What follows belongs to an exercise in optimizing a design on an open flow for small area, a short achievable clock period and few clock cycles per item; a production flow would make more cautious choices.
The RTL was checked by simulation tests, not by an equivalence proof against the original design.

## flow/design.v (module list and top-level ports; edited modules follow where they fit)
// module r4_rnd_sat: 13 lines
// module r4_addsub_sat: 15 lines
// module r4_sat: 6 lines
// module r4_addsub: 14 lines
// module r4_rot: 1378 lines
// module r4_booth_enc: 26 lines
// module r4_butterfly: 131 lines
module r4_butterfly (
    input  wire        clk,
    input  wire        rst,
    input  wire        in_valid,
    output wire        in_ready,
    input  wire [1:0]  in_kind,
    input  wire        in_dir,
    input  wire [31:0] in_a,
    input  wire [31:0] in_b,
    input  wire [31:0] in_c,
    input  wire [31:0] in_d,
    input  wire [31:0] in_w1,
    input  wire [31:0] in_w2,
    input  wire [31:0] in_w3,
    output reg         out_valid,
    output reg  [31:0] out_o0,
    output reg  [31:0] out_o1,
    output reg  [31:0] out_o2,
    output reg  [31:0] out_o3
);
  // ...
==> flow/flow/run.sh <==
#!/bin/bash
# The standard layout (standard.sh: the standard flow's synthesis and ORFS flow), with timing
# repair aiming for more setup slack than the default, and without gate cloning.
set -euo pipefail
bash standard.sh SETUP_SLACK_MARGIN=7.5 SKIP_GATE_CLONING=1 finish > orfs_flow.log 2>&1
==> flow/standard.sh <==
#!/bin/bash
# synth_recipe.tcl (not shown) runs the flow's synth.tcl, then flattens the netlist and writes it again
# the make line also repeats each setting of config.mk as NAME=value (left out here)
make -C /OpenROAD-flow-scripts/flow DESIGN_CONFIG=/design/flow/config.mk WORK_HOME=/design/flow/orfs CLKGATE_MAP_FILE= SYNTH_SCRIPT=/design/flow/synth_recipe.tcl "${@:-finish}"
==> flow/config.mk <==
export PLATFORM = sky130hd
export DESIGN_NAME = r4_butterfly
export DESIGN_NICKNAME = r4_butterfly
export VERILOG_FILES = /design/flow/design.v
export SDC_FILE = /design/flow/constraint.sdc
export NUM_CORES = 4
export LEC_CHECK = 0
export CAP_MARGIN = 20
export CORE_MARGIN = 2
export CORE_UTILIZATION = 55
export PLACE_DENSITY = 0.62
export SLEW_MARGIN = 20
==> flow/constraint.sdc <==
create_clock -name core_clock -period 12.0 [get_ports {clk}]
set_input_delay 2.4000 -clock core_clock [delete_from_list [all_inputs] [get_ports {clk}]]
set_output_delay 2.4000 -clock core_clock [all_outputs]
set_load 0.01 [all_outputs]
==> run notes, run 1 <==
Outcome
The run finished with no timing, DRC or antenna violations.

Clock network
The clock-pin slew of the registers on the worst-case setup and hold paths is about 0.06 ns. The clock reaches the later pin of the worst-skew pair after 0.84 ns. The TritonCTS clock tree is done.

The maximum level of the CTS H-tree is 3.

Layout
Leaving out the clock tree, the finished layout contains a buffer count of 754. The sequential cell area share is 0.164. The top cell class by occupied area is multi-input gates. The share of cell area taken by multi-input logic gates is 0.668. The register with the highest flop count is s2_e1.

Timing
The clock period minus worst slack is 4.51 ns. The final hold slack is roughly 0.32 ns. Setup repair after global routing could not meet its margin everywhere.

Setup path
The start-to-end type of the worst setup path is input port to flop. The number of buffers and inverters on the critical path is 4. The type of element capturing the critical path is a flop. In this run the worst setup path terminates at s1_tqy[13]. In this run the number of cells on the critical path is 18.

Data arrives at the worst endpoint at between 5 and 6 ns. The logic depth of the worst register-to-register path is 13.

Run
Max-cap violations in this run came to 0.

Route
Dividing the detail-routed wire length by the instance count gives 25.7 microns. Using the TritonRoute via totals, the vias-per-cell ratio works out to 6.25. The final route contains between 90k and 100k vias. The final layout contains routed wiring with a total length of 398000 microns.

Synthesis
The most numerous cell in the Yosys netlist is sky130_fd_sc_hd__a22oi_1. Of the total synthesized cell area, the portion taken by full adders, half adders and majority gates is 0.314. The async set or reset register ratio after synthesis is 0. Of the total synthesized cell area, the portion taken by AND, OR, NAND and NOR gates is 0.0830. The area fraction in compound gates after synthesis is 0.180.

GRT
In the global route stage, met1 resource usage came out at 0.468.
Testbench counts, summed over its fixed seeds: cycles 4,128, items 4,096.
==> inputs of run 2 (changes only) <==
==> flow/flow/run.sh (replaced) <==
#!/bin/bash
# The standard layout (standard.sh: the standard flow's synthesis and ORFS flow), with
#  - timing repair aiming for more setup slack than the default,
#  - no gate cloning,
#  - port buffers of type buf_2 (resized later by repair like any other cell).
set -euo pipefail
bash standard.sh SETUP_SLACK_MARGIN=7.5 SKIP_GATE_CLONING=1 \
  "BUFFER_PORTS_ARGS=-buffer_cell sky130_fd_sc_hd__buf_2" finish > orfs_flow.log 2>&1
--- a/flow/config.mk
+++ b/flow/config.mk
@@ -7,6 +7,6 @@
 export LEC_CHECK = 0
 export CAP_MARGIN = 20
 export CORE_MARGIN = 2
-export CORE_UTILIZATION = 55
-export PLACE_DENSITY = 0.62
+export CORE_UTILIZATION = 62
+export PLACE_DENSITY = 0.68
 export SLEW_MARGIN = 20
==> run notes, run 2 <==
Timing
The count of endpoints failing setup in the final report came to 0 (unchanged). The actual slew at the worst max-slew pin was 1.27 ns (was 1.16 ns). The final period utilization is 0.380 (was 0.376). The worst clock skew came to 0.0791 ns (was 0.0685 ns). The clock period minus worst slack is 4.56 ns (was 4.51 ns).

The max-slew violation total from the final report is 0 (unchanged). The worst slew margin relative to its limit was 0.153 (was 0.223). The total negative slack is 0 ns (unchanged).

The highest clock frequency the design can meet is 0.219 GHz (was 0.222 GHz). Setup repair after global routing missed its margin: yes (unchanged). The number of failing hold endpoints at the final stage is 0 (unchanged).

Layout
Leading registers by flop count: s2_e1 (49), s2_e2 (48), s2_e3 (48) (unchanged). The leading cell type in the layout, fill and taps excluded is sky130_fd_sc_hd__a22oi_1 (unchanged). The finished layout cell area is 0.129 sq mm (was 0.131 sq mm). The post-layout net count was 14.9k (was 14.8k). Commonest cells after routing, fill and taps aside: sky130_fd_sc_hd__a22oi_1 (1456), sky130_fd_sc_hd__fa_1 (1393), sky130_fd_sc_hd__inv_1 (1363) (was sky130_fd_sc_hd__a22oi_1 (1461), sky130_fd_sc_hd__fa_1 (1395), sky130_fd_sc_hd__inv_1 (1359)). The register with the highest flop count is s2_e1 (unchanged). The ratio of cells with drive above 1 in the final layout is 0.117 (was 0.0920). The layout-stage area growth over the synthesis result was 10.7% (was 12.6%).

The number of flip-flops in the largest register is 49 (unchanged).

GRT
The total routing usage reported by global routing is 0.402 (was 0.357). The initial antenna violation count is 18 (was 14). The global routing met1 resource utilization is 0.495 (was 0.468). The first-pass GRT wire length was 597000 microns (was 601000 microns).

The via count of the first global-routing pass was 101k (was 100k). The maximum number of pins on one net before global-route repair is 81 (was 77). The global routing met3 resource utilization is 0.0983 (was 0.0740). The routing usage on met2 was 0.643 (was 0.567).

The routing layer with the top usage in global route is met2 (unchanged). The remaining global-route overflow came to 0 (unchanged).

Synthesis
The sequential cell area fraction in the yosys report was 0.183 (unchanged). The number of distinct standard cells referenced by the synthesized netlist came to 110 (unchanged). The async set or reset register ratio after synthesis came to 0 (unchanged). The most numerous cell in the Yosys netlist is sky130_fd_sc_hd__a22oi_1 (unchanged). The count of synthesis-stage warnings from yosys is 2 (unchanged). The cell type contributing the most total cell area after synthesis is sky130_fd_sc_hd__fa_1 (unchanged). The prevailing post-synth register cell is sky130_fd_sc_hd__dfxtp_1 (unchanged). The number of cells produced by synthesis is 12.8k (unchanged). The area share of the largest cell type after synthesis was 0.242 (unchanged). The net count after synthesis came to 15.1k (unchanged). The post-synthesis sequential element count is 1068 (unchanged). The synthesized area divided by synthesized cell count is 9.13 sq um (unchanged). Synth top area cells: sky130_fd_sc_hd__fa_1 (24%), sky130_fd_sc_hd__dfxtp_1 (18%), sky130_fd_sc_hd__a22oi_1 (9.5%) (unchanged).

The cell area after synthesis is 0.117 sq mm (unchanged). The number of enable-type register cells in the synthesized netlist is 0 (unchanged). Top post-synthesis cells by count: sky130_fd_sc_hd__a22oi_1 (1472), sky130_fd_sc_hd__fa_1 (1412), sky130_fd_sc_hd__inv_1 (1377), sky130_fd_sc_hd__xnor2_1 (1130), sky130_fd_sc_hd__dfxtp_1 (1068) (unchanged).

Setup path
CP cell instances: inv_1 -> maj3_1 -> ha_1 -> fa_1 -> nand2b_1 -> a2111oi_1 -> a2111oi_2 -> a31oi_2 -> a211o_1 -> and4bb_2 -> and3_1 -> o211ai_4 -> nand2b_2 -> o221ai_1 (was buf_12 -> inv_12 -> ha_4 -> inv_2 -> fa_2 -> nor2_4 -> fa_2 -> nor2b_2 -> o21ai_2 -> a21oi_2 -> o21ai_1 -> nand2b_1 -> a311oi_2 -> o21ai_2 -> o41ai_2 -> buf_4 -> xnor2_2 -> mux2_4). The critical path data required time is 12.61 ns (was 12.72 ns). The largest fanout on the critical path is 16 (was 3). The logic depth of the worst register-to-register path is 14 (was 13). The start-to-end type of the worst setup path was flop to flop (was input port to flop).

The data arrival time of the worst path is 5.17 ns (was 5.23 ns). The kind of start point of the critical path is a flop (was input port). The biggest cell delay along the critical path came to 0.61 ns (was 0.43 ns).

The type of element capturing the critical path is a flop (unchanged). The slowest library cell on the worst path is sky130_fd_sc_hd__a2111oi_1 (was sky130_fd_sc_hd__fa_2).

Route
The number of remaining DRC errors came to 0 (unchanged). The total via count in the routed design is 99.0k (was 96.8k). The number of design-rule violations left by the first detailed-router iteration is 11.7k (was 10.3k).

The first-pass iteration count of the detailed router is 9 (was 7). The detail-routed net length per standard cell is 26.5 microns (was 25.7 microns). The count of nets left with antenna violations after detail routing was 0 (unchanged). The aggregate routed wire length was 401000 microns (was 398000 microns). The ratio of routed vias to standard cells was 6.53 (was 6.25).

Run
The max capacitance violation total is 0 (unchanged).

Clock network
The TritonCTS clock tree is done (unchanged). The cts-stage hold buffer count is 0 (unchanged). The number of buffers between clock root and the deepest sink is 3 (unchanged). The TritonCTS buffer count is 115 (was 120). The maximum level of the CTS H-tree is 3 (unchanged). The number of sinks handled by clock tree synthesis came to 1068 (unchanged). The clock latency on the worst-skew pair is 0.82 ns (was 0.84 ns). The master cell of the clock root buffer is sky130_fd_sc_hd__clkbuf_16 (unchanged). The clock-pin slew of the registers on the worst-case setup and hold paths is 0.07 ns (was 0.06 ns).

Outcome
Result of the run: finished clean (unchanged).

Floorplanning
The area of the die is 0.192 sq mm (was 0.216 sq mm). The die span in y is 438 microns (was 465 microns). The top-level port count is 360 (unchanged). The core area was 0.187 sq mm (was 0.211 sq mm). The width of the chip was 438 microns (was 465 microns). The row count came to 159 (was 169).

The initial core utilization is 0.623 (was 0.552).

Placed design
The count of input and output buffers came to 358 (unchanged). The post-place instance area is 0.120 sq mm (was 0.122 sq mm). The HPWL after detailed placement is 252000 microns (was 257000 microns).

The placer's final routability congestion estimate is 0.937 (was 0.944).

Worst hold path
The number of stages on the worst hold path was 0 (unchanged). The path class of the lowest-slack min-delay path is flop to flop (unchanged).
-- run 2: final timing paths --
kind                    from        end  slack (ns)
hold reg to reg     s2_a[24]   s3_a[24]        0.31
hold / removal      s2_a[24]   s3_a[24]        0.31
setup reg to reg  s1_tsx[16]  s2_b1[26]        7.44
setup / recovery  s1_tsx[16]  s2_b1[26]        7.44
-- run 2: final cells by class --
class / count / area, sq um
clock inverter: 69 / 1010
multi-input combinational: 9210 / 87400
antenna: 12 / 30.0
fill: 14800 / 58200
timing repair buffer: 764 / 7560
sequential: 1068 / 21600
inverter: 1389 / 5310
tap: 2495 / 3120
clock buffer: 143 / 3130
-- run 2: stage by stage --
stage	std cells	util	setup WS [ns]	hold slack, ns
after floorplan	12800	-	6.99	0.310
after global placement	14800	0.639	5.74	0.311
after detailed placement	14800	0.639	5.72	0.312
after CTS	15000	0.669	7.49	0.304
after global routing	15100	0.689	7.24	0.330
final	15200	0.690	7.44	0.311
-- run 2: layer usage --
layer / wire length [microns] / vias to the layer above
met5: 232 / -
met4: 28600 / 18
met3: 47800 / 1969
met2: 180000 / 6803
met1: 145000 / 48100
li1: - / 42100
-- run 2: what timing repair did --
item	4_1_cts	5_1_grt
pin swaps	21	66
setup endpoints to repair	251	248
buffers inserted	25	150
gates resized for setup	283	530
-- run 2: cell families (layout without fill, tap and decap cells) --
group	Yosys count	after routing	synth area share
buffers and inverters	2516	2365	0.0812
AND/OR/NAND/NOR	2039	2039	0.0830
multiplexers	135	135	0.0120
flip-flops	1068	1068	0.183
AO/OA/AOI/OAI	2993	2993	0.180
adder cells (fa/ha/maj)	2081	2081	0.314
XOR/XNOR	1961	1961	0.147
other	1	13	0.0000321
-- run 2: worst max-delay path, delay by kind of cell (launching register included) --
kind	cells	cell delay, ns
AOI/OAI and AO/OA	6	1.79
adders and majority gates	3	1.08
and+or+nand+nor	4	0.96
DFF	1	0.44
buffers and inverters	1	0.10
==> module r4_addsub_sat, before the edit <==
module r4_addsub_sat #(
    parameter SUB = 0
) (
    input  wire [15:0] a,
    input  wire [15:0] c,
    input  wire        pre,
    output wire [16:0] t
);
    wire [15:0] cb = SUB ? ~c : c;
    wire [2:0]  lo = {1'b0, a[1:0]} + {1'b0, cb[1:0]} + SUB;
    wire        hi_ci = pre ? SUB[0] : lo[2];
    wire [15:0] hi2 = {a[15], a[15:2], 1'b1} + {cb[15], cb[15:2], hi_ci};
    wire [14:0] hi  = hi2[15:1];
    assign t = pre ? {{2{hi[14]}}, hi} : {hi, lo[1:0]};
endmodule
==> inputs of run 3 (changes only) <==
--- a/flow/design.v
+++ b/flow/design.v
@@ -19,12 +19,34 @@
     input  wire        pre,
     output wire [16:0] t
 );
-    wire [15:0] cb = SUB ? ~c : c;
-    wire [2:0]  lo = {1'b0, a[1:0]} + {1'b0, cb[1:0]} + SUB;
-    wire        hi_ci = pre ? SUB[0] : lo[2];
-    wire [15:0] hi2 = {a[15], a[15:2], 1'b1} + {cb[15], cb[15:2], hi_ci};
-    wire [14:0] hi  = hi2[15:1];
-    assign t = pre ? {{2{hi[14]}}, hi} : {hi, lo[1:0]};
+    localparam W = 17;
+    localparam L = 5;
+    wire [W-1:0] x  = {a[15], a};
+    wire [W-1:0] z  = SUB ? ~{c[15], c} : {c[15], c};
+    wire [W-1:0] p0 = x ^ z;
+    wire [W-1:0] g0 = x & z;
+    wire [W-1:0] gm = {g0[W-1:2], pre ? SUB[0] : g0[1], g0[0]};
+    wire [W-1:0] pm = {p0[W-1:2], pre ? 1'b0   : p0[1], p0[0]};
+    wire [W-1:0] gg [0:L];
+    wire [W-1:0] pp [0:L];
+    assign gg[0] = gm;
+    assign pp[0] = pm;
+    genvar l, i;
+    generate for (l = 0; l < L; l = l + 1) begin : lvl
+        for (i = 0; i < W; i = i + 1) begin : bit_
+            if (((i >> l) & 1) == 1) begin : comb
+                localparam integer J = ((i >> l) << l) - 1;
+                assign gg[l+1][i] = gg[l][i] | (pp[l][i] & gg[l][J]);
+                assign pp[l+1][i] = pp[l][i] & pp[l][J];
+            end else begin : keep
+                assign gg[l+1][i] = gg[l][i];
+                assign pp[l+1][i] = pp[l][i];
+            end
+        end
+    end endgenerate
+    wire [W:0] cy = {gg[L] | (pp[L] & {W{SUB[0]}}), SUB[0]};
+    wire [16:0] s = p0 ^ cy[W-1:0];
+    assign t = pre ? {{2{s[16]}}, s[16:2]} : s;
 endmodule
 module r4_sat (
     input  wire [16:0] t,
==> run notes, run 3 <==

Synthesis
The area share of the largest cell type after synthesis is 0.245 (was 0.242). The most numerous cell in the Yosys netlist is sky130_fd_sc_hd__a22oi_1 (unchanged). The number of distinct standard cells referenced by the synthesized netlist is 108 (was 110). Synth top area cells: sky130_fd_sc_hd__fa_1 (24%), sky130_fd_sc_hd__dfxtp_1 (19%), sky130_fd_sc_hd__a22oi_1 (9.7%) (was sky130_fd_sc_hd__fa_1 (24%), sky130_fd_sc_hd__dfxtp_1 (18%), sky130_fd_sc_hd__a22oi_1 (9.5%)).

The net count after synthesis is 14.8k (was 15.1k). The prevailing post-synth register cell was sky130_fd_sc_hd__dfxtp_1 (unchanged). Top post-synthesis cells by count: sky130_fd_sc_hd__a22oi_1 (1484), sky130_fd_sc_hd__fa_1 (1408), sky130_fd_sc_hd__inv_1 (1359), sky130_fd_sc_hd__xnor2_1 (1136), sky130_fd_sc_hd__dfxtp_1 (1068) (was sky130_fd_sc_hd__a22oi_1 (1472), sky130_fd_sc_hd__fa_1 (1412), sky130_fd_sc_hd__inv_1 (1377), sky130_fd_sc_hd__xnor2_1 (1130), sky130_fd_sc_hd__dfxtp_1 (1068)). The cell area after synthesis came to 0.115 sq mm (was 0.117 sq mm). The sequential cell area fraction in the yosys report is 0.186 (was 0.183). The post-synthesis sequential element count is 1068 (unchanged). The count of synthesis-stage warnings from yosys is 4 (was 2). The async set or reset register ratio after synthesis is 0 (unchanged). The cell type contributing the most total cell area after synthesis is sky130_fd_sc_hd__fa_1 (unchanged). The number of cells produced by synthesis is 12.5k (was 12.8k). The synthesized area divided by synthesized cell count is 9.18 sq um (was 9.13 sq um). The number of enable-type register cells in the synthesized netlist is 0 (unchanged).

Layout
The layout-stage area growth over the synthesis result is 10.7% (about the same). The multi-input combinational cell area is 0.0858 sq mm (was 0.0874 sq mm). The ratio of cells with drive above 1 in the final layout is 0.114 (was 0.117).

The register with the highest flop count is s2_e1 (unchanged). The post-layout net count was 14.6k (was 14.9k). Leading registers by flop count: s2_e1 (49), s2_e2 (48), s2_e3 (48) (unchanged). The final-layout fill cell count came to 14.4k (was 14.8k).

The utilization of the core after routing is 0.689 (was 0.690). Commonest cells after routing, fill and taps aside: sky130_fd_sc_hd__a22oi_1 (1467), sky130_fd_sc_hd__fa_1 (1404), sky130_fd_sc_hd__inv_1 (1354) (was sky130_fd_sc_hd__a22oi_1 (1456), sky130_fd_sc_hd__fa_1 (1393), sky130_fd_sc_hd__inv_1 (1363)). The number of flip-flops in the largest register is 49 (unchanged). The leading cell type in the layout, fill and taps excluded is sky130_fd_sc_hd__a22oi_1 (unchanged). The area of all sequential standard cells is 0.0217 sq mm (was 0.0216 sq mm).

Timing
The count of endpoints failing setup in the final report is 0 (unchanged). The total negative slack is 0 ns (unchanged). The final period utilization is 0.376 (was 0.380).

The highest clock frequency the design can meet is 0.222 GHz (was 0.219 GHz). The clock period minus worst slack is 4.51 ns (was 4.56 ns). The worst setup slack after layout came to 7.49 ns (was 7.44 ns).

The worst slew margin relative to its limit is 0.188 (was 0.153). Setup repair after global routing missed its margin: yes (unchanged). The final hold slack is 0.311 ns (about the same). The number of failing hold endpoints at the final stage came to 0 (unchanged). The max-slew violation total from the final report is 0 (unchanged). The worst clock skew is 0.0407 ns (was 0.0791 ns).

The actual slew at the worst max-slew pin was 1.21 ns (was 1.27 ns).

Clock network
The cts-stage hold buffer count is 0 (unchanged). The maximum level of the CTS H-tree is 3 (unchanged). The number of sinks handled by clock tree synthesis is 1068 (unchanged). The master cell of the clock root buffer is sky130_fd_sc_hd__clkbuf_16 (unchanged). The clock-pin slew of the registers on the worst-case setup and hold paths is 0.07 ns (about the same). The TritonCTS buffer count came to 116 (was 115). The number of buffers between clock root and the deepest sink came to 3 (unchanged). The TritonCTS clock tree is done (unchanged). The clock latency on the worst-skew pair came to 0.82 ns (about the same).

Setup path
The kind of start point of the critical path was an input port (was flop). The register-to-register path setup slack is 7.57 ns (was 7.44 ns). The type of element capturing the critical path is a flop (unchanged). The startpoint of the most critical setup path is in_a[0] (was s1_tsx[16]). The slowest library cell on the worst path is sky130_fd_sc_hd__o41a_1 (was sky130_fd_sc_hd__a2111oi_1). The data arrival time of the worst path was 5.20 ns (was 5.17 ns).

CP cell instances: buf_12 -> inv_12 -> ha_4 -> o21a_1 -> o31a_1 -> o21ai_2 -> a221oi_4 -> a31o_4 -> o41a_1 -> a211oi_4 -> o21bai_4 -> xor2_1 -> mux2_4 (was inv_1 -> maj3_1 -> ha_1 -> fa_1 -> nand2b_1 -> a2111oi_1 -> a2111oi_2 -> a31oi_2 -> a211o_1 -> and4bb_2 -> and3_1 -> o211ai_4 -> nand2b_2 -> o221ai_1). The largest fanout on the critical path came to 4 (was 16). The buffering stage count on the worst path with inverters included is 2 (was 1). The critical path data required time is 12.69 ns (was 12.61 ns). The start-to-end type of the worst setup path was input port to flop (was flop to flop). The source of the worst register-to-register timing path is s2_e1[46] (was s1_tsx[16]). The family with the most delay on the worst path is compound AO/OA/AOI/OAI gates (unchanged). The endpoint of the worst register-to-register path was u_rot1.re_q16_0 (was s2_b1[26]). The biggest cell delay along the critical path came to 0.46 ns (was 0.61 ns).

The logic depth of the worst register-to-register path is 10 (was 14).

Worst hold path
The path class of the lowest-slack min-delay path was flop to flop (unchanged). The worst hold path endpoint is s3_a[24] (unchanged). The number of stages on the worst hold path was 0 (unchanged).

The hold path startpoint is s2_a[24] (unchanged).

GRT
The first-pass GRT wire length was 581000 microns (was 597000 microns). The remaining global-route overflow is 0 (unchanged). The initial antenna violation count came to 7 (was 18). The total routing usage reported by global routing is 0.393 (was 0.402). The maximum number of pins on one net before global-route repair is 91 (was 81). The via count of the first global-routing pass is 99.1k (was 101k).

Floorplanning
The initial core utilization is 0.623 (about the same). The die span in y was 435 microns (was 438 microns). The area of the die is 0.189 sq mm (was 0.192 sq mm). The row count came to 158 (was 159). The top-level port count is 360 (unchanged). The width of the chip is 435 microns (was 438 microns). The core area is 0.185 sq mm (was 0.187 sq mm).

Placed design
The HPWL after detailed placement is 245000 microns (was 252000 microns). The count of input and output buffers came to 358 (unchanged). The placer's final routability congestion estimate is 0.958 (was 0.937).

The post-placement worst setup slack is 6.33 ns (was 5.72 ns).

Route
The number of remaining DRC errors is 0 (unchanged). The detailed route wirelength on metal3 came to 49100 microns (was 47800 microns). The first-pass iteration count of the detailed router is 10 (was 9). The number of design-rule violations left by the first detailed-router iteration is 12.1k (was 11.7k). The count of nets left with antenna violations after detail routing was 0 (unchanged).

The aggregate routed wire length came to 391000 microns (was 401000 microns). The detail-routed net length per standard cell is 26.3 microns (was 26.5 microns). The met2 wire length is 171000 microns (was 180000 microns).

The ratio of routed vias to standard cells is 6.48 (was 6.53). The uppermost layer routed is met5 (unchanged). The routed metal-1 wirelength is 146000 microns (was 145000 microns). The total via count in the routed design is 96.5k (was 99.0k).

Run
The max capacitance violation total came to 0 (unchanged).

Outcome
Result of the run: finished clean (unchanged).
==> run 3: cell types whose count changed after synthesis, moves of 15 or more <==
cell and change:
sky130_fd_sc_hd__a31oi_1 -18, sky130_fd_sc_hd__o21ai_0 +48, sky130_fd_sc_hd__nor3_1 -17, sky130_fd_sc_hd__clkbuf_1 -28
sky130_fd_sc_hd__xor2_1 -18, sky130_fd_sc_hd__a21oi_1 -61, sky130_fd_sc_hd__o31ai_1 -15, sky130_fd_sc_hd__mux2i_1 -21
sky130_fd_sc_hd__o211ai_1 -16, sky130_fd_sc_hd__nand2b_1 -16, sky130_fd_sc_hd__a21o_1 -16, sky130_fd_sc_hd__nor2_1 -32
sky130_fd_sc_hd__maj3_1 +19, sky130_fd_sc_hd__inv_1 -18
==> run 3: what timing repair did <==
| item | 4_1_cts | 5_1_grt |
|---|---|---|
| hold endpoints to repair | 0 | 0 |
| resized for setup | 252 | 565 |
| pin swaps | 15 | 58 |
| endpoints found under the setup margin | 259 | 244 |
| setup buffers | 21 | 152 |
==> run 3: metal layers <==
layer / global-route usage / vias to the layer above
met4: 0.198 / 2
met3: 0.102 / 1728
li1: - / 41100
met1: 0.503 / 47200
met2: 0.615 / 6520
met5: 0 / -
==> run 3: through the flow <==
stage / std cells / area, sq um
final: 14900 / 127000
after global routing: 14900 / 127000
after CTS: 14700 / 123000
after detailed placement: 14500 / 118000
after global placement: 14500 / 118000
after floorplan: 12500 / 115000
==> run 3: layout make-up <==
| type | count | area share |
|---|---|---|
| well taps | 2480 | 0.0244 |
| repair buffers | 743 | 0.0583 |
| diodes | 4 | 0.0000786 |
| inverters | 1368 | 0.0409 |
| clock buffers | 141 | 0.0245 |
| clock inverters | 78 | 0.00834 |
| multi-input cells | 8994 | 0.673 |
| flip-flops and latches | 1068 | 0.170 |
==> run 3: worst max-delay path by stage <==
stage / end / depth (start not counted)
finish: s1_tqx[13] / 13
detailed placement: s1_tqx[15] / 12
global route: s2_a[29] / 18
CTS: s2_a[29] / 18
global placement: s1_tqx[15] / 12
floorplan: s1_tqx[13] / 12
==> run 3: worst register-to-register path, stage by stage, from the launching register on <==
cell and delay [ns]:
sky130_fd_sc_hd__dfxtp_4 0.62, sky130_fd_sc_hd__a22oi_1 0.19, sky130_fd_sc_hd__xnor2_1 0.18, sky130_fd_sc_hd__fa_1 0.56
sky130_fd_sc_hd__inv_1 0.09, sky130_fd_sc_hd__fa_1 0.51, sky130_fd_sc_hd__fa_1 0.59, sky130_fd_sc_hd__fa_1 0.46
sky130_fd_sc_hd__fa_1 0.55, sky130_fd_sc_hd__inv_1 0.05, sky130_fd_sc_hd__fa_1 0.49
==> run 3: cells by family after synthesis <==
logic type	synth area share
buf+inv	0.0811
fa+ha+maj	0.320
compound gates	0.175
other cells	0.0000326
flops	0.186
simple gates	0.0801
xor+xnor	0.148
mux	0.00954
Testbench counts of run 3, summed over its fixed seeds: cycles 4,128, items 4,096.
==> inputs of run 4 (changes only) <==
--- a/flow/flow/run.sh
+++ b/flow/flow/run.sh
@@ -4,5 +4,5 @@
 #  - no gate cloning,
 #  - port buffers of type buf_2 (resized later by repair like any other cell).
 set -euo pipefail
-bash standard.sh SETUP_SLACK_MARGIN=7.5 SKIP_GATE_CLONING=1 \
+bash standard.sh SETUP_SLACK_MARGIN=7.6 SKIP_GATE_CLONING=1 \
   "BUFFER_PORTS_ARGS=-buffer_cell sky130_fd_sc_hd__buf_2" finish > orfs_flow.log 2>&1
--- a/flow/config.mk
+++ b/flow/config.mk
@@ -7,6 +7,6 @@
 export LEC_CHECK = 0
 export CAP_MARGIN = 20
 export CORE_MARGIN = 2
-export CORE_UTILIZATION = 62
-export PLACE_DENSITY = 0.68
+export CORE_UTILIZATION = 55
+export PLACE_DENSITY = 0.62
 export SLEW_MARGIN = 20
==> run notes, run 4 <==
Floorplanning
The row count is 167 (was 158). The top-level port count was 360 (unchanged). The core area is 0.207 sq mm (was 0.185 sq mm).

The initial core utilization is 0.555 (was 0.623). The area of the die is 0.213 sq mm (was 0.189 sq mm). The width of the chip is 461 microns (was 435 microns). The die span in y was 461 microns (was 435 microns).

Route
The number of remaining DRC errors came to 0 (unchanged). The count of nets left with antenna violations after detail routing was 0 (unchanged). The total via count in the routed design was 98.0k (was 96.5k). The detail-routed net length per standard cell is 27.1 microns (was 26.3 microns). The first-pass iteration count of the detailed router came to 8 (was 10). The ratio of routed vias to standard cells is 6.33 (was 6.48). The aggregate routed wire length is 419000 microns (was 391000 microns). The number of design-rule violations left by the first detailed-router iteration came to 12.0k (was 12.1k).

Synthesis
Top post-synthesis cells by count: sky130_fd_sc_hd__a22oi_1 (1484), sky130_fd_sc_hd__fa_1 (1408), sky130_fd_sc_hd__inv_1 (1359), sky130_fd_sc_hd__xnor2_1 (1136), sky130_fd_sc_hd__dfxtp_1 (1068) (unchanged). The XOR/XNOR share of the synthesized area is 0.148 (unchanged). The cell type contributing the most total cell area after synthesis is sky130_fd_sc_hd__fa_1 (unchanged). The number of cells produced by synthesis is 12.5k (unchanged). The async set or reset register ratio after synthesis was 0 (unchanged). The area share of the largest cell type after synthesis is 0.245 (unchanged). The synthesized area divided by synthesized cell count is 9.18 sq um (unchanged). The adder-cell area share of the yosys netlist is 0.320 (unchanged). The cell area after synthesis is 0.115 sq mm (unchanged). Synth top area cells: sky130_fd_sc_hd__fa_1 (24%), sky130_fd_sc_hd__dfxtp_1 (19%), sky130_fd_sc_hd__a22oi_1 (9.7%) (unchanged). The prevailing post-synth register cell is sky130_fd_sc_hd__dfxtp_1 (unchanged). The post-synthesis sequential element count is 1068 (unchanged).

The number of distinct standard cells referenced by the synthesized netlist is 108 (unchanged). The dominant combinational cell family by area after synthesis is adder cells (unchanged). The most numerous cell in the Yosys netlist is sky130_fd_sc_hd__a22oi_1 (unchanged). The net count after synthesis is 14.8k (unchanged).

The count of synthesis-stage warnings from yosys is 4 (unchanged). The sequential cell area fraction in the yosys report is 0.186 (unchanged). The simple-gate area share of the yosys netlist is 0.0801 (unchanged). The multiplexer share of the synthesized area is 0.00954 (unchanged). The number of enable-type register cells in the synthesized netlist is 0 (unchanged). The area fraction in compound gates after synthesis is 0.175 (unchanged).

Clock network
The clock-pin slew of the registers on the worst-case setup and hold paths came to 0.06 ns (was 0.07 ns). The maximum level of the CTS H-tree is 3 (unchanged). The TritonCTS clock tree is done (unchanged). The clock latency on the worst-skew pair is 0.85 ns (was 0.82 ns). The TritonCTS buffer count was 119 (was 116). The number of buffers between clock root and the deepest sink came to 3 (unchanged). The master cell of the clock root buffer was sky130_fd_sc_hd__clkbuf_16 (unchanged). The number of sinks handled by clock tree synthesis is 1068 (unchanged).

Setup path
The data arrival time of the worst path came to 5.20 ns (about the same). The largest fanout on the critical path is 4 (unchanged). The start-to-end type of the worst setup path is input port to flop (unchanged). The kind of start point of the critical path is an input port (unchanged). The critical path data required time was 12.70 ns (was 12.69 ns).

The type of element capturing the critical path is a flop (unchanged).

Placed design
The post-place instance area is 0.118 sq mm (about the same). The HPWL after detailed placement is 249000 microns (was 245000 microns). The post-placement worst setup slack is 6.40 ns (was 6.33 ns). The placer's final routability congestion estimate is 0.938 (was 0.958). The count of input and output buffers is 358 (unchanged).

Timing
The highest clock frequency the design can meet is 0.223 GHz (was 0.222 GHz). The worst slew margin relative to its limit is 0.164 (was 0.188). Setup repair after global routing missed its margin: yes (unchanged). The total negative slack is 0 ns (unchanged). The count of endpoints failing setup in the final report came to 0 (unchanged). The max-slew violation total from the final report came to 0 (unchanged). The actual slew at the worst max-slew pin is 1.25 ns (was 1.21 ns). The number of failing hold endpoints at the final stage is 0 (unchanged). The final period utilization was 0.375 (was 0.376). The clock period minus worst slack is 4.49 ns (was 4.51 ns).

The final hold slack is 0.314 ns (was 0.311 ns). The worst setup slack after layout is 7.51 ns (was 7.49 ns). The worst clock skew is 0.0760 ns (was 0.0407 ns).

Layout
The register with the highest flop count is s2_e1 (unchanged). The layout-stage area growth over the synthesis result is 15.1% (was 10.7%). Commonest cells after routing, fill and taps aside: sky130_fd_sc_hd__a22oi_1 (1439), sky130_fd_sc_hd__fa_1 (1401), sky130_fd_sc_hd__inv_1 (1349) (was sky130_fd_sc_hd__a22oi_1 (1467), sky130_fd_sc_hd__fa_1 (1404), sky130_fd_sc_hd__inv_1 (1354)). Leading registers by flop count: s2_e1 (49), s2_e2 (48), s2_e3 (48) (unchanged). The post-layout net count is 14.9k (was 14.6k). The leading cell type in the layout, fill and taps excluded is sky130_fd_sc_hd__a22oi_1 (unchanged). The ratio of cells with drive above 1 in the final layout was 0.143 (was 0.114). The number of flip-flops in the largest register is 49 (unchanged). The finished layout cell area is 0.132 sq mm (was 0.127 sq mm).

Run
The max capacitance violation total is 0 (unchanged).

GRT
The total routing usage reported by global routing is 0.363 (was 0.393). The initial antenna violation count is 12 (was 7). The maximum number of pins on one net before global-route repair is 92 (was 91). The first-pass GRT wire length is 595000 microns (was 581000 microns). The via count of the first global-routing pass is 98.6k (was 99.1k). The remaining global-route overflow is 0 (unchanged).

Worst hold path
The path class of the lowest-slack min-delay path is flop to flop (unchanged).

Outcome
Result of the run: finished clean (unchanged).
run 4: stage by stage:
stage,cells,utilization
after global placement,14800,0.570
after global routing,15500,0.638
after CTS,15100,0.605
after detailed placement,14800,0.570
final,15500,0.638
after floorplan,12500,-
run 4: layout make-up:
cell class              count  area (sq um)
multi-input cells        8994         86500
fillers                 17000         75000
flip-flops and latches   1068         21700
repair buffers           1020         11200
inverters                1368          5240
well taps                2788          3490
clock buffers             150          3290
clock inverters            75          1040
diodes                      6          15.0
run 4: critical path, cell delays in order:
cell	delay, ns
sky130_fd_sc_hd__buf_12	0.11
sky130_fd_sc_hd__inv_12	0.04
sky130_fd_sc_hd__ha_4	0.18
sky130_fd_sc_hd__o21a_1	0.20
sky130_fd_sc_hd__o31a_1	0.33
sky130_fd_sc_hd__o21ai_2	0.18
sky130_fd_sc_hd__a221oi_2	0.11
sky130_fd_sc_hd__a31o_2	0.24
sky130_fd_sc_hd__o41a_1	0.44
sky130_fd_sc_hd__a211oi_2	0.31
sky130_fd_sc_hd__buf_4	0.17
sky130_fd_sc_hd__a21oi_2	0.04
sky130_fd_sc_hd__or3_1	0.36
sky130_fd_sc_hd__o221ai_2	0.08
run 4: routing by layer:
layer	global-route usage	share of wire	up-vias
li1	-	-	41600
met1	0.475	0.38	48000
met2	0.573	0.43	6636
met3	0.0797	0.13	1656
met4	0.166	0.064	8
met5	0.00276	0.00035	-
run 4: worst paths after layout:
path	from	to	slack [ns]	cells after the start
hold reg to reg	s3_a[23]	out_o0[23]	0.31	0
setup / recovery	in_a[0]	s1_tqx[14]	7.51	14
setup reg to reg	s2_e1[48]	u_rot3.re_q16_0	7.58	9
hold / removal	s3_a[23]	out_o0[23]	0.31	0
run 4: logic make-up (layout without fill, tap and decap cells):
family                   after synthesis  after routing
AO/OA/AOI/OAI                       2884           2884
XOR/XNOR                            1949           1949
adder cells (fa/ha/maj)             2107           2107
buffers and inverters               2470           2613
flip-flops                          1068           1068
multiplexers                         106            106
other                                  1              7
AND/OR/NAND/NOR                     1947           1947
run 4: timing repair:
item | 4_1_cts | 5_1_grt
pin swaps | 28 | 123
hold buffers | 0 | 0
endpoints found under the setup margin | 315 | 289
resized for setup | 474 | 597
buffers inserted | 77 | 376

-- port drivers added, routing unchanged --
No port has a modelled driver above. Below, the same layouts with a new extraction and two added sets of constraints.
Step 1 sets driving cells, clkbuf_16 on the clock port and buf_2 on the other inputs (assumed; they add their load-dependent delay and slew).
Step 2, shift: input delay + t, output delay - t, t = (earliest + latest rising clock arrival at the registers) / 2. This alone moves slack from input paths to output paths.
Slacks: ideal / step 1 / step 2; pairs: ideal / step 1.
run | shift t [ns] | setup WS [ns] | worst hold slack (ns)
run 1 | 0.902 | 7.490 / 7.532 / 6.639 | 0.324 / 0.324 / 0.324
run 2 | 0.873 | 7.439 / 7.439 / 6.664 | 0.311 / 0.311 / 0.311
run 3 | 0.883 | 7.486 / 7.482 / 6.599 | 0.311 / 0.311 / 0.311
run 4 | 0.899 | 7.506 / 7.541 / 6.642 | 0.314 / 0.314 / 0.314
After both steps every run listed still meets setup and hold. For run 3, which loses most, drivers alone change the setup slack by -0.004 ns; drivers and shift together by -0.887 ns.
